This is an optimization exercise on Yosys and OpenROAD, whose aim is small area, not a production implementation.
The RTL was checked by simulation tests, not by an equivalence proof against the original design.
Power and IR drop assume default switching activity.

[design/flow/flow/run.sh]
#!/bin/bash
# The standard layout, with area settings of ORFS for the steps after synthesis:
#  - remove the buffers ABC put into the synthesized netlist (REMOVE_ABC_BUFFERS);
#    repair_design re-buffers any net that needs it for slew or capacitance,
#    aiming at the library limits themselves (no extra margin),
#  - buffer every input and output port with buf_1 rather than the resizer's pick,
#  - build the clock tree from clkbuf_8 without dummy loads.
# Synthesis is the standard synthesis, unchanged.
set -euo pipefail
bash standard.sh synth > synth.log 2>&1
bash standard.sh REMOVE_ABC_BUFFERS=1 CAP_MARGIN=0 SLEW_MARGIN=0 \
  "BUFFER_PORTS_ARGS=-buffer_cell sky130_fd_sc_hd__buf_1" \
  "CTS_ARGS=-sink_clustering_enable -repair_clock_nets -dont_use_dummy_load -buf_list sky130_fd_sc_hd__clkbuf_8" \
  finish > layout.log 2>&1
[design/flow/standard.sh]
#!/bin/bash
# synth_recipe.tcl (not shown) runs the flow's synth.tcl, then flattens the netlist and writes it again
# the make line also repeats each setting of config.mk as NAME=value (left out here)
make -C /OpenROAD-flow-scripts/flow DESIGN_CONFIG=/design/flow/config.mk WORK_HOME=/design/flow/orfs CLKGATE_MAP_FILE= SYNTH_SCRIPT=/design/flow/synth_recipe.tcl "${@:-finish}"
[design/flow/config.mk]
export PLATFORM = sky130hd
export DESIGN_NAME = stack_core
export DESIGN_NICKNAME = stack_core
export VERILOG_FILES = /design/flow/design.v
export SDC_FILE = /design/flow/constraint.sdc
export NUM_CORES = 4
export LEC_CHECK = 0
export CAP_MARGIN = 20
export CORE_MARGIN = 2
export CORE_UTILIZATION = 40
export SLEW_MARGIN = 20
[design/flow/constraint.sdc]
create_clock -name core_clock -period 50.0 [get_ports {clk}]
set_input_delay 10.0000 -clock core_clock [delete_from_list [all_inputs] [get_ports {clk}]]
set_output_delay 10.0000 -clock core_clock [all_outputs]
set_load 0.01 [all_outputs]
[design/flow/design.v]
module stack_core (
    input  wire        clk,
    input  wire        rst,           
    output wire        mem_req,
    output wire        mem_we,
    output wire [15:0] mem_addr,
    output wire [15:0] mem_wdata,
    input  wire [15:0] mem_rdata,
    input  wire        mem_ready,
    output wire        out_valid,
    output wire [15:0] out_data,
    output wire        halted,
    output wire        faulted,
    output wire [2:0]  fault_kind,
    output wire [16:0] fault_pc,
    output reg  [16:0] pc,
    output reg  [16:0] sp,
    output reg  [15:0] fp,
    output reg  [31:0] reads,
    output reg  [31:0] writes
);
    reg [3:0]  ir;       
    reg [4:0]  ph;       
    reg [15:0] T;
    reg [15:0] U;        
    reg [16:0] F;
    reg        qs;
    wire [8:0] iph = {ir, ph};
    wire       ph0 = (ph == 5'd0);
    wire [2:0] fa, fb, fmode, fd;
    wire [1:0] fmem, fadr;
    wire       frc, fk2, fdz, fsx, fqsld, fqsx, foutv, firld, fuld, fcpc;
    wire [4:0] nt, nf;
    wire cmz, cf16, endT1;
    assign fa[0] = (ph[4] & ~ir[0]) | (ph[1] & ~ph[2] & ~ir[0] & ir[1] & ir[2]) | (ph[0] & ~ph[1] & ph[2] & ~ir[0] & ~ir[3]) | (~ph[0] & ~ph[2] & ~ph[3] & ir[1] & ir[2]) | (~ph[0] & ~ph[1] & ir[0] & ir[1] & ~ir[3]) | (~ph[0] & ~ph[1] & ~ph[2] & ~ph[3] & ~ph[4]) | (~ph[0] & ~ph[2] & ir[2] & ir[3]) | (ph[0] & ph[2] & ~ir[2]) | (ph[0] & ph[1] & ph[2] & ir[0] & ir[1]) | (~ph[0] & ph[1] & ~ir[1] & ~ir[2] & ~ir[3]);
    assign fa[1] = (ph[4] & ir[0]) | (~ph[0] & ph[1] & ir[1] & ~ir[2]) | (ph[0] & ph[1] & ~ir[0] & ir[1] & ir[3]) | (ph[2] & ~ph[4] & ~ir[0] & ~ir[3]) | (ph[1] & ph[2] & ir[1]) | (~ph[0] & ph[2] & ir[0] & ir[3]) | (ph[3] & ir[0] & ~ir[1]) | (~ph[0] & ph[1] & ~ph[2] & ~ph[4] & ~ir[1] & ir[2] & ~ir[3]) | (ph[0] & ph[2] & ~ir[0] & ir[1]) | (ph[2] & ~ir[1] & ir[2] & ir[3]) | (~ph[0] & ph[1] & ir[0] & ~ir[2]) | (~ph[0] & ph[2] & ~ph[3] & ir[1] & ~ir[3]);
    assign fa[2] = (ph[4]) | (ph[0] & ph[1] & ir[1] & ~ir[2]);
    assign fb[0] = (ph[4] & ir[0]) | (~ph[0] & ph[2] & ~ir[0] & ir[1] & ir[3]) | (ph[0] & ~ph[1] & ~ph[2] & ~ph[3] & ~ph[4]) | (ph[0] & ~ph[2] & ~ph[3] & ir[0]) | (ph[0] & ~ph[1] & ir[0] & ir[1]) | (ph[0] & ~ph[2] & ~ir[2]) | (~ph[1] & ph[2] & ph[3] & ir[1]);
    assign fb[1] = (ph[0] & ph[1] & ~ir[0] & ir[3]) | (ph[1] & ph[2] & ~ph[4] & ~ir[1]) | (~ph[0] & ~ph[1] & ph[3] & ir[1]) | (ph[0] & ph[2] & ~ir[0] & ~ir[2]) | (ph[1] & ~ph[2] & ph[3] & ir[1]) | (ph[0] & ph[1] & ph[2] & ir[0] & ir[1]);
    assign fb[2] = (ph[4]);
    assign fmode[0] = (ph[4] & ir[0]) | (ph[0] & ph[2] & ir[3]) | (~ph[0] & ~ph[2] & ~ph[3] & ~ph[4]) | (~ph[0] & ph[1] & ph[2] & ~ph[4]) | (~ph[0] & ir[0] & ir[3]) | (~ph[0] & ~ph[1] & ph[3] & ir[0]) | (~ph[0] & ~ph[4] & ~ir[0] & ~ir[1]) | (~ph[2] & ph[3] & ir[0] & ~ir[1]) | (~ph[0] & ph[2] & ~ir[0] & ir[1] & ~ir[3]);
    assign fmode[1] = (ph[2] & ~ir[1] & ir[2] & ir[3]) | (~ph[0] & ph[2] & ~ir[0] & ir[1] & ~ir[3]) | (ph[0] & ph[2] & ir[1] & ir[3]) | (ph[1] & ph[2] & ~ph[3] & ~ph[4] & ~ir[1]) | (~ph[0] & ~ph[1] & ph[2] & ph[3] & ir[1]) | (ph[0] & ~ph[1] & ~ph[2] & ir[0] & ~ir[2]);
    assign fmode[2] = (ph[4] & ir[0]) | (ph[1] & ph[2] & ~ph[3] & ~ph[4] & ~ir[1]) | (ph[0] & ~ph[3] & ir[0] & ~ir[1] & ~ir[3]);
    assign fd[0] = (~ph[0] & ~ph[1] & ~ph[2] & ~ph[3] & ~ph[4]) | (~ph[1] & ~ph[2] & ir[2] & ir[3]) | (ph[0] & ph[1] & ~ph[2] & ~ph[4] & ir[0] & ~ir[1] & ~ir[3]) | (~ph[0] & ~ph[2] & ~ph[3] & ir[1] & ir[2]) | (ph[0] & ~ph[1] & ir[0] & ir[1] & ir[2] & ~ir[3]) | (~ph[1] & ~ph[2] & ~ph[4] & ~ir[0] & ~ir[1]) | (ph[0] & ph[2] & ~ph[3] & ~ir[2]) | (~ph[0] & ~ph[2] & ir[2] & ir[3]) | (~ph[1] & ~ph[2] & ~ir[0] & ir[1] & ir[2]) | (ph[0] & ph[1] & ph[2] & ~ph[3] & ir[1]) | (~ph[1] & ph[2] & ph[3] & ir[1]) | (ph[0] & ph[1] & ~ir[2] & ir[3]) | (ph[0] & ph[1] & ~ir[0] & ir[1] & ir[3]) | (~ph[0] & ~ph[2] & ~ir[0] & ~ir[1] & ~ir[2]);
    assign fd[1] = (ph[4]) | (~ph[1] & ph[3] & ~ir[1]) | (~ph[0] & ph[1] & ir[1] & ~ir[2]) | (ph[0] & ph[2] & ~ir[0] & ir[1] & ir[3]) | (~ph[0] & ph[1] & ph[3] & ir[1]) | (~ph[0] & ph[2] & ~ph[3] & ir[1] & ir[2] & ~ir[3]) | (~ph[0] & ph[2] & ir[0] & ir[3]) | (~ph[0] & ~ph[1] & ph[2] & ~ir[0] & ~ir[1]) | (~ph[0] & ph[1] & ~ph[2] & ~ph[3] & ~ir[1] & ir[2] & ~ir[3]) | (~ph[0] & ph[1] & ~ir[2] & ir[3]) | (ph[0] & ph[1] & ph[2] & ~ph[3] & ~ir[0]) | (ph[0] & ~ph[1] & ph[2] & ~ph[3] & ir[0] & ~ir[3]);
    assign fd[2] = (ph[4]) | (ph[0] & ~ph[2] & ir[2] & ir[3]) | (~ph[0] & ~ph[1] & ph[2] & ~ir[0] & ir[1] & ir[3]) | (ph[0] & ~ph[1] & ~ir[0] & ir[1] & ~ir[3]) | (ph[0] & ~ph[2] & ~ph[3] & ir[1]) | (~ph[0] & ~ph[1] & ph[2] & ph[3]) | (ph[0] & ~ph[2] & ~ir[0] & ~ir[3]) | (~ph[0] & ph[2] & ~ir[1] & ir[2] & ~ir[3]) | (ph[0] & ~ph[3] & ~ir[2] & ~ir[3]) | (ph[0] & ph[1] & ~ph[2] & ~ir[1] & ~ir[3]) | (ph[0] & ph[1] & ~ph[3] & ir[0] & ir[1]);
    assign fmem[0] = (~ph[1] & ~ph[2] & ~ph[3] & ~ph[4]) | (~ph[0] & ~ph[1] & ~ir[0] & ir[1] & ir[3]) | (ph[0] & ~ph[2] & ~ph[3] & ~ph[4] & ir[0]) | (ph[0] & ~ph[1] & ~ph[4] & ir[0] & ~ir[3]) | (ph[0] & ~ph[2] & ~ir[2]) | (ph[0] & ~ph[2] & ~ph[4] & ~ir[1] & ~ir[3]);
    assign fmem[1] = (ph[1] & ph[2] & ir[3]) | (ph[0] & ph[2] & ~ph[3] & ~ph[4] & ~ir[1] & ir[2]) | (ph[2] & ~ph[3] & ir[1] & ~ir[2]) | (ph[0] & ph[2] & ~ph[3] & ~ir[0] & ir[1] & ~ir[3]) | (~ph[0] & ph[1] & ph[2] & ~ir[2]) | (ph[0] & ph[2] & ir[0] & ir[1] & ir[3]) | (ph[0] & ph[1] & ~ph[2] & ph[3] & ir[1]);
    assign fadr[0] = (ph[0] & ~ir[1] & ir[2] & ~ir[3]) | (ph[0] & ~ph[1] & ir[0] & ~ir[2]) | (ph[0] & ir[1] & ~ir[2]) | (~ph[1] & ph[3]) | (ph[2] & ir[1] & ~ir[3]) | (ph[1] & ~ph[3] & ir[1]) | (ph[2] & ~ir[1] & ir[3]) | (ph[0] & ph[1] & ~ir[0]);
    assign fadr[1] = (ph[1] & ~ir[1] & ir[2] & ir[3]) | (ph[1] & ph[3]) | (~ph[1] & ph[2] & ir[1] & ir[3]) | (~ph[0] & ph[2] & ~ir[1]);
    assign frc = (~ph[1] & ~ph[2] & ~ph[3] & ~ph[4]) | (~ph[0] & ~ph[1] & ~ir[0] & ir[1] & ir[3]) | (ph[0] & ~ph[2] & ~ph[3] & ~ph[4] & ir[0]) | (ph[0] & ~ph[1] & ~ph[4] & ir[0] & ~ir[3]) | (ph[0] & ~ph[2] & ~ir[2]) | (ph[0] & ~ph[2] & ~ph[4] & ~ir[1] & ~ir[3]);
    assign fk2 = (ph[1] & ir[1] & ir[2]) | (ph[1] & ir[2] & ir[3]) | (ph[2] & ir[3]) | (ph[3] & ir[1]) | (~ph[0] & ph[2]) | (ph[1] & ~ir[1] & ~ir[2] & ~ir[3]);
    assign fdz = (ph[1] & ~ph[2] & ph[3] & ~ph[4] & ~ir[1]);
    assign fsx = (ph[4] & ir[0]) | (ph[2] & ~ir[2]) | (ph[1] & ph[2] & ir[1]) | (ph[1] & ~ir[0] & ir[1] & ir[3]);
    assign fqsld = (ph[0] & ~ph[2] & ~ph[3] & ~ph[4] & ir[0]);
    assign fqsx = (ph[0] & ph[1] & ~ph[2] & ~ph[4] & ir[0]);
    assign foutv = (ph[1] & ~ir[0] & ~ir[2] & ir[3]);
    assign firld = 1'b0;
    assign fuld = (ph[0] & ph[1] & ~ph[4] & ~ir[0]) | (ph[0] & ~ph[1] & ~ph[3] & ~ph[4] & ir[0]);
    assign fcpc = (ph[0] & ph[1] & ~ph[2] & ~ir[0] & ir[1] & ir[2] & ~ir[3]);
    assign cmz = (~ph[1] & ~ph[2] & ir[0] & ~ir[1] & ~ir[2]) | (ph[0] & ~ph[1] & ~ph[3] & ~ph[4] & ir[0] & ~ir[1] & ~ir[3]);
    assign cf16 = (~ph[0] & ~ph[1] & ~ph[2] & ir[0] & ir[1]);
    assign nt[0] = 1'b0;
    assign nf[0] = (ph[1] & ph[2] & ph[3] & ~ir[0]) | (~ph[0] & ph[4]) | (~ph[0] & ~ph[2] & ~ph[3] & ir[2]) | (~ph[0] & ir[0] & ir[1] & ir[2]) | (~ph[0] & ~ph[1] & ir[3]) | (~ph[0] & ph[1] & ir[1] & ~ir[3]) | (~ph[0] & ~ph[2] & ~ph[3] & ~ir[1]) | (~ph[0] & ~ph[1] & ph[3] & ir[0]) | (~ph[0] & ~ph[1] & ~ir[1] & ~ir[2]) | (~ph[0] & ph[1] & ph[2] & ir[0]) | (~ph[0] & ~ph[1] & ph[2] & ~ir[0] & ir[2]);
    assign nt[1] = (~ir[2]);
    assign nf[1] = (ph[0] & ~ph[1] & ph[4]) | (~ph[0] & ph[1] & ir[2] & ~ir[3]) | (ph[0] & ~ph[1] & ~ph[2] & ir[2]) | (ph[0] & ~ph[1] & ir[1] & ~ir[3]) | (~ph[0] & ph[1] & ir[0]) | (ph[0] & ~ph[1] & ~ir[0] & ir[1]) | (~ph[0] & ~ph[2] & ir[2] & ir[3]) | (~ph[0] & ph[1] & ~ph[2] & ~ir[3]) | (ph[0] & ~ph[1] & ~ir[2] & ~ir[3]) | (ph[1] & ph[2] & ph[3] & ir[0]);
    assign nt[2] = (ph[3]);
    assign nf[2] = (ph[0] & ph[1] & ~ph[2] & ph[4]) | (~ph[1] & ph[2] & ph[4]) | (~ph[0] & ph[1] & ph[2] & ir[2] & ~ir[3]) | (~ph[1] & ph[2] & ir[1] & ir[2] & ~ir[3]) | (ph[0] & ph[1] & ~ph[2] & ~ph[3] & ir[1]) | (~ph[0] & ~ph[1] & ir[3]) | (ph[2] & ph[3]) | (ph[0] & ph[1] & ir[2] & ir[3]) | (~ph[1] & ph[2] & ~ir[1] & ~ir[2] & ~ir[3]) | (ph[0] & ph[1] & ~ir[0] & ~ir[2]) | (ph[0] & ph[2] & ~ir[0] & ir[1] & ir[3]) | (~ph[1] & ~ph[2] & ir[0] & ~ir[2] & ir[3]) | (ph[0] & ph[1] & ~ph[2] & ir[0] & ~ir[1] & ~ir[3]);
    assign nt[3] = (~ir[3]);
    assign nf[3] = (ph[0] & ph[1] & ph[2] & ir[1]) | (ph[0] & ph[1] & ph[2] & ~ph[3] & ph[4]) | (~ph[2] & ph[3] & ~ir[1]) | (~ph[1] & ph[2] & ph[3]) | (~ph[0] & ph[1] & ph[3]) | (~ph[1] & ph[3] & ir[0]);
    assign nt[4] = 1'b0;
    assign nf[4] = (~ph[3] & ph[4]) | (~ph[2] & ph[4]) | (~ph[0] & ph[4]) | (~ph[1] & ph[4]) | (~ph[1] & ph[2] & ir[0] & ~ir[1] & ~ir[3]) | (ph[0] & ph[1] & ~ph[4] & ~ir[0] & ~ir[1] & ir[2] & ~ir[3]);
    assign endT1 = (~ph[0] & ph[1] & ph[2] & ph[3] & ~ph[4]);
    wire mzero = (mem_rdata == 16'd0);
    wire ms    = mem_rdata[15];
    wire memop = (fmem != 2'd0);
    wire rd    = (fmem == 2'd1);
    wire chkPC = (rd & (fadr == 2'd0)) | fcpc;
    wire chkSP = rd & (fadr == 2'd1);
    wire chkF  = memop & (fadr == 2'd2);
    wire chkZ  = (fd == 3'd2) & (fmode == 3'd3);
    wire fault = (chkPC & pc[16]) | (chkSP & sp[16]) | (chkF & F[16]) | (chkZ & (sp == 17'd0)) | fdz;
    wire [2:0] fkind = chkSP ? 3'd3 : chkZ ? 3'd4 : fdz ? 3'd2 : 3'd1;
    wire stall = memop & ~mem_ready & ~fault;
    wire go    = ~stall & ~fault;
    wire [2:0] ea = fault ? 3'd1 : fa;
    wire [2:0] eb = fault ? (fk2 ? 3'd3 : 3'd0) : fb;
    wire [2:0] em = fault ? (ph0 ? 3'd0 : 3'd3) : fmode;
    wire lsb = (ea == 3'd6) & F[15];
    wire [16:0] A = ({17{ea == 3'd1}} & pc) | ({17{ea == 3'd2}} & sp) | ({17{ea == 3'd3}} & {1'b0, fp})
                  | ({17{ea == 3'd4}} & {1'b0, T}) | ({17{ea == 3'd5 || ea == 3'd6}} & {T, lsb});
    wire gateU = (eb == 3'd5) | ((eb == 3'd4) & F[15]);
    wire [16:0] B0 = ({17{eb == 3'd1}} & {fsx & mem_rdata[15], mem_rdata})
                   | ({17{eb == 3'd2}} & {fsx & F[15], F[15:0]})
                   | ({17{gateU}} & {fsx & U[15], U})
                   | {16'd0, eb == 3'd3};
    reg inv, cin;
    always @(*) begin
        case (em)
            3'd1: begin inv = 1'b0; cin = 1'b1; end
            3'd2: begin inv = 1'b1; cin = 1'b1; end
            3'd3: begin inv = 1'b1; cin = 1'b0; end
            3'd4: begin inv = ms;   cin = ms;   end
            3'd5: begin inv = ~(U[15] ^ T[15]); cin = ~(U[15] ^ T[15]); end    
            3'd7: begin inv = qs;   cin = qs;   end
            default: begin inv = 1'b0; cin = 1'b0; end
        endcase
    end
    wire [16:0] B = B0 ^ {17{inv}};
    wire [16:0] Y;
    wire [17:0] cy;
    assign cy[0] = cin;
    genvar gi;
    generate
        for (gi = 0; gi < 17; gi = gi + 1) begin : add
            assign Y[gi]      = A[gi] ^ B[gi] ^ cy[gi];
            assign cy[gi + 1] = (A[gi] & B[gi]) | (cy[gi] & (A[gi] ^ B[gi]));
        end
    endgenerate
    wire pcLd = go & (fd == 3'd1);
    wire spLd = go & (fd == 3'd2);
    wire fpLd = go & (fd == 3'd3);
    wire tLd  = go & (fd == 3'd4 || fd == 3'd6);
    wire fLd  = fault | (go & (fd == 3'd5 || fd == 3'd6));
    wire fSh  = ~fault & (fd == 3'd6);
    wire rdI  = go & frc;
    wire wrI  = go & (fmem == 2'd2);
    assign mem_req   = memop & ~fault;
    assign mem_we    = fmem[1];
    assign mem_addr  = (fadr == 2'd0) ? pc[15:0] : (fadr == 2'd1) ? sp[15:0] : F[15:0];
    assign mem_wdata = T;
    assign out_valid = foutv;
    assign out_data  = T;
    assign fault_pc  = F;
    reg [4:0] nph;
    always @(*) begin
        nph = ((cmz & mzero) | (cf16 & F[16])) ? nt : nf;
        if (ph == 5'd15) nph = 5'd15;    
        if (ph0) begin
            case (mem_rdata)
                16'd2, 16'd3, 16'd4, 16'd5, 16'd6, 16'd7, 16'd8, 16'd9, 16'd10, 16'd12, 16'd13, 16'd14, 16'd15, 16'd16: nph = 5'd1;
                16'd0: nph = 5'd15;
                default: nph = 5'd0;
            endcase
        end
    end
    wire [3:0] irn = mem_rdata[3:0];
    assign fault_kind = ir[2:0];
    assign halted  = (ph == 5'd15) & (ir[2:0] == 3'd0);
    assign faulted = (ph == 5'd15) & (ir[2:0] != 3'd0);
    wire [31:0] rdT, wrT;
    assign rdT[0] = rdI;
    assign wrT[0] = wrI;
    generate
        for (gi = 1; gi < 32; gi = gi + 1) begin : cnt_inc
            assign rdT[gi] = rdT[gi - 1] & reads[gi - 1];
            assign wrT[gi] = wrT[gi - 1] & writes[gi - 1];
        end
    endgenerate
    always @(posedge clk or posedge rst) begin
        if (rst) begin
            ph     <= 5'd0;
            pc     <= 17'd0;
            sp     <= 17'h10000;
            fp     <= 16'd0;
            reads  <= 32'd0;
            writes <= 32'd0;
        end else begin
            if (!fault && !stall) ph <= endT1 ? 5'd15 : nph;
            else if (fault) ph <= 5'd15;
            if (pcLd) pc <= Y;
            if (spLd) sp <= Y;
            if (fpLd) fp <= Y[15:0];
            reads  <= reads ^ rdT;
            writes <= writes ^ wrT;
        end
    end
    always @(posedge clk) begin
        if (fault) ir <= {1'b0, fkind};
        else if (!stall) begin
            if (endT1) ir <= 4'd1;
            else if (ph0) ir <= irn;
        end
    end
    always @(posedge clk) begin
        if (tLd) T <= Y[15:0];
        if (fuld & go) U <= mem_rdata;
        if (fLd) F <= fSh ? {F[15:0], (fmode == 3'd5) & ~Y[16]} : Y;
        if (fqsld & go) qs <= fqsx ? (qs ^ ms) : ms;
    end
endmodule
==> flow_summary.json <==
{
  "fin_setup_tns_ns": 0,
  "root_buffer": "clkbuf_8",
  "drtIter0Drc": 1088,
  "num-fill-cells": 2472,
  "cts_tree": "done",
  "htreeDepth": 4,
  "grt_pass1_vias": 7841,
  "vias_per_cell": 5.78,
  "syn_area_mm2": 0.0102,
  "fin_skew_ns": 0.0444,
  "wl_per_cell_um": 20.4,
  "slew_viol_final": 0,
  "finalHoldViolCount": 0,
  "cp.required_ns": 50.17,
  "post-dp-hpwl_um": 21300,
  "synth-main-ff-cell": "dfrtp_1",
  "rrSetupSlack_ns": 38.05,
  "n_antenna_cell": 0,
  "p_per_area_mw_per_mm2": 19.8,
  "clockBufferDepth": 2,
  "critical_path.startpoint": "mem_rdata[15]",
  "reg2reg_from": "ir[2]",
  "worst_hold_slack_ns": 0.464,
  "detailroute.via_count": 8548,
  "grt_usage_pct": 22.4,
  "synthToLayoutAreaGrowth_pct": 11.2,
  "clk_latency_ns": 0.46,
  "core_area_mm2": 0.0250,
  "hold_buffers": 0,
  "grt_pass1_wl_um": 45700,
  "synth.avg_cell_area_um2": 10.2,
  "crit_path_max_incr_delay_ns": 0.45,
  "worstPathArrival_ns": 19.07,
  "ys_types": 83,
  "status": "no timing/DRC/antenna violations",
  "ys_ff_latch": 173,
  "drive_above_1_share_pct": 7.22,
  "slew_headroom_pct": 33.9,
  "grt_start_max_net_pins": 74,
  "synth_top_area_share_pct": 29.1,
  "path_clk_slew_ns": 0.08,
  "synth_area_leader_cell": "dfrtp_1",
  "gr-total-overflow": 0,
  "fin_crit_sh_pct": 37.8,
  "worstPathMaxFanout": 16,
  "cap_violations": 0,
  "drt_wl_total_um": 30200,
  "initial_core_util_pct": 40.6,
  "die-area_mm2": 0.0267,
  "cts_resized": 0,
  "hp-start": "reads[31]",
  "num_rows": 58,
  "rsz0062_at_grt": "false",
  "nNetsFinal": 1248,
  "cts.sinks": 173,
  "antenna_found_initial": 0,
  "synth_seq_area_share_pct": 45.2,
  "synth_edf_count": 53,
  "place_congestion": 0.946,
  "leakagePower_nw": 5.09,
  "ios": 206,
  "end_kind": "flop",
  "cts_setup_buffers": 0,
  "vdd_drop_max_mv": 0.0146,
  "max_freq_mhz": 52.9,
  "hold_path_class": "flop to flop",
  "port_buffers": 205,
  "finalSetupViolations": 0,
  "crit_type": "primary input to flop",
  "die_h_um": 163,
  "cpMaxStageDelayCell": "fa_1",
  "drtPass1Iterations": 7,
  "critPathLaunchType": "primary input",
  "drc": 0,
  "postRouteAntennaNets": 0,
  "netlist_instances": 994,
  "worstMarginPinSlew_ns": 0.990,
  "die_x_um": 163,
  "ys_top_cells_by_area": "dfrtp_1 (29%), edfxtp_1 (16%), ha_1 (7.6%)",
  "crit_path_frequent_cell": "fa_1",
  "post-route-min-period_ns": 18.90,
  "cts_buffers": 17,
  "ys_async_sr_fraction_pct": 68.8,
  "synth_warnings": 1
}
==> critical path: cells and delay by family <==
kind	cells	cell delay [ns]
fa+ha+maj	16	6.22
compound gates	5	1.30
buf+inv	4	0.79
simple gates	3	0.61
xor+xnor	1	0.13
==> synth_stat cells (all sizes together) (25+ instances only) <==
cell type	instances
dfrtp	118
nand2	96
o21ai	73
nor2	63
ha	62
a21oi	55
buf	53
edfxtp	53
inv	42
clkbuf	35
a222oi	33
nand3	25
==> through the flow <==
stage	power [mW]	cell area, um^2	cells	setup slack (ns)	util, %
5_1_grt	0.232	11300	1479	30.75	45.1
4_1_cts	0.227	11300	1479	31.21	45.1
6_report	0.224	11300	1479	31.10	45.1
3_5_place_dp	0.153	11100	1462	30.76	44.2
2_1_floorplan	0.151	9700	906	31.42	-
3_3_place_gp	0.153	11100	1462	30.94	44.2
==> metal layers <==
metal	part of all wire, %	track usage, %	vias up	wire, um
met5	0	0	-	0
met4	2.4	7.52	0	738
met3	7.9	3.71	41	2380
met2	46	34.7	383	13900
met1	44	31.8	4154	13200
li1	-	-	3970	-
==> cells by family after synthesis <==
logic type	Yosys count	share of synthesized area, %
AO/OA/AOI/OAI	255	17.3
XOR/XNOR	24	2.07
adder cells (fa/ha/maj)	78	10.8
buffers and inverters	131	6.12
flip-flops	173	45.2
multiplexers	36	3.78
AND/OR/NAND/NOR	297	14.7
==> final timing paths <==
path / cells past startpoint / end
worst min register to register: 1 / reads[31]
worst min-delay path: 1 / reads[31]
max in group asynchronous: 3 / sp[15]
worst max-delay path: 29 / F[0]
worst max register to register: 31 / F[0]
min in group asynchronous: 2 / reads[28]
==> cell type report <==
cell class | instances | area, um^2 | area share, %
Timing Repair Buffer | 226 | 927 | 8.21
Multi-Input combinational cell | 690 | 4970 | 44.0
Sequential cell | 173 | 4590 | 40.6
Clock buffer | 17 | 234 | 2.07
Inverter | 43 | 164 | 1.45
Tap cell | 330 | 413 | 3.65
==> report_power, final <==
| part | internal (mW) | switching (mW) | leakage (nW) | total [mW] |
|---|---|---|---|---|
| Sequential | 0.146 | 0.000101 | 2.14 | 0.146 |
| Clock | 0.0301 | 0.0443 | 0.122 | 0.0744 |
| Combinational | 0.000665 | 0.00321 | 2.83 | 0.00388 |
| Total | 0.176 | 0.0476 | 5.09 | 0.224 |
==> state kept, by name, indices dropped and copies added, names as in the netlist, 5 cells and up <==
name    cells
F          17
T          16
U          16
fp         16
pc         17
ph          5
reads      32
sp         17
writes     32
==> placed cells by master (no fill, tap or decap), drive strengths merged, types with 25 or more instances in the layout <==
cell,count
buf,226
dfrtp,118
nand2,96
o21ai,73
nor2,63
ha,62
a21oi,55
edfxtp,53
inv,42
a222oi,33
nand3,25

static timing again, ports no longer ideal:
Ports are ideal in the flow. The routed layout listed here was re-timed in OpenROAD.
Step 1 sets driving cells, clkbuf_16 on the clock port and buf_2 on the other inputs (assumed; they add their load-dependent delay and slew).
Step 2 moves the port delays by t, midway between the first and last clock arrival at a register: inputs arrive t later, outputs are due t later. That takes back most of the time a late clock gives input paths.
Slacks: ideal / step 1 / step 2; pairs: ideal / step 1.
t (ns): 0.480
setup slack, ns: 31.104 / 31.122 / 30.643
latest minus earliest clock arrival (ns): 0.046 / 0.045
worst register clock-pin slew, ns: 0.11 / 0.11
worst data-port slew with drivers (ns): 0.07
After both steps this run still meets setup and hold. For this run, drivers alone change the setup slack by +0.018 ns; drivers and shift together by -0.461 ns.
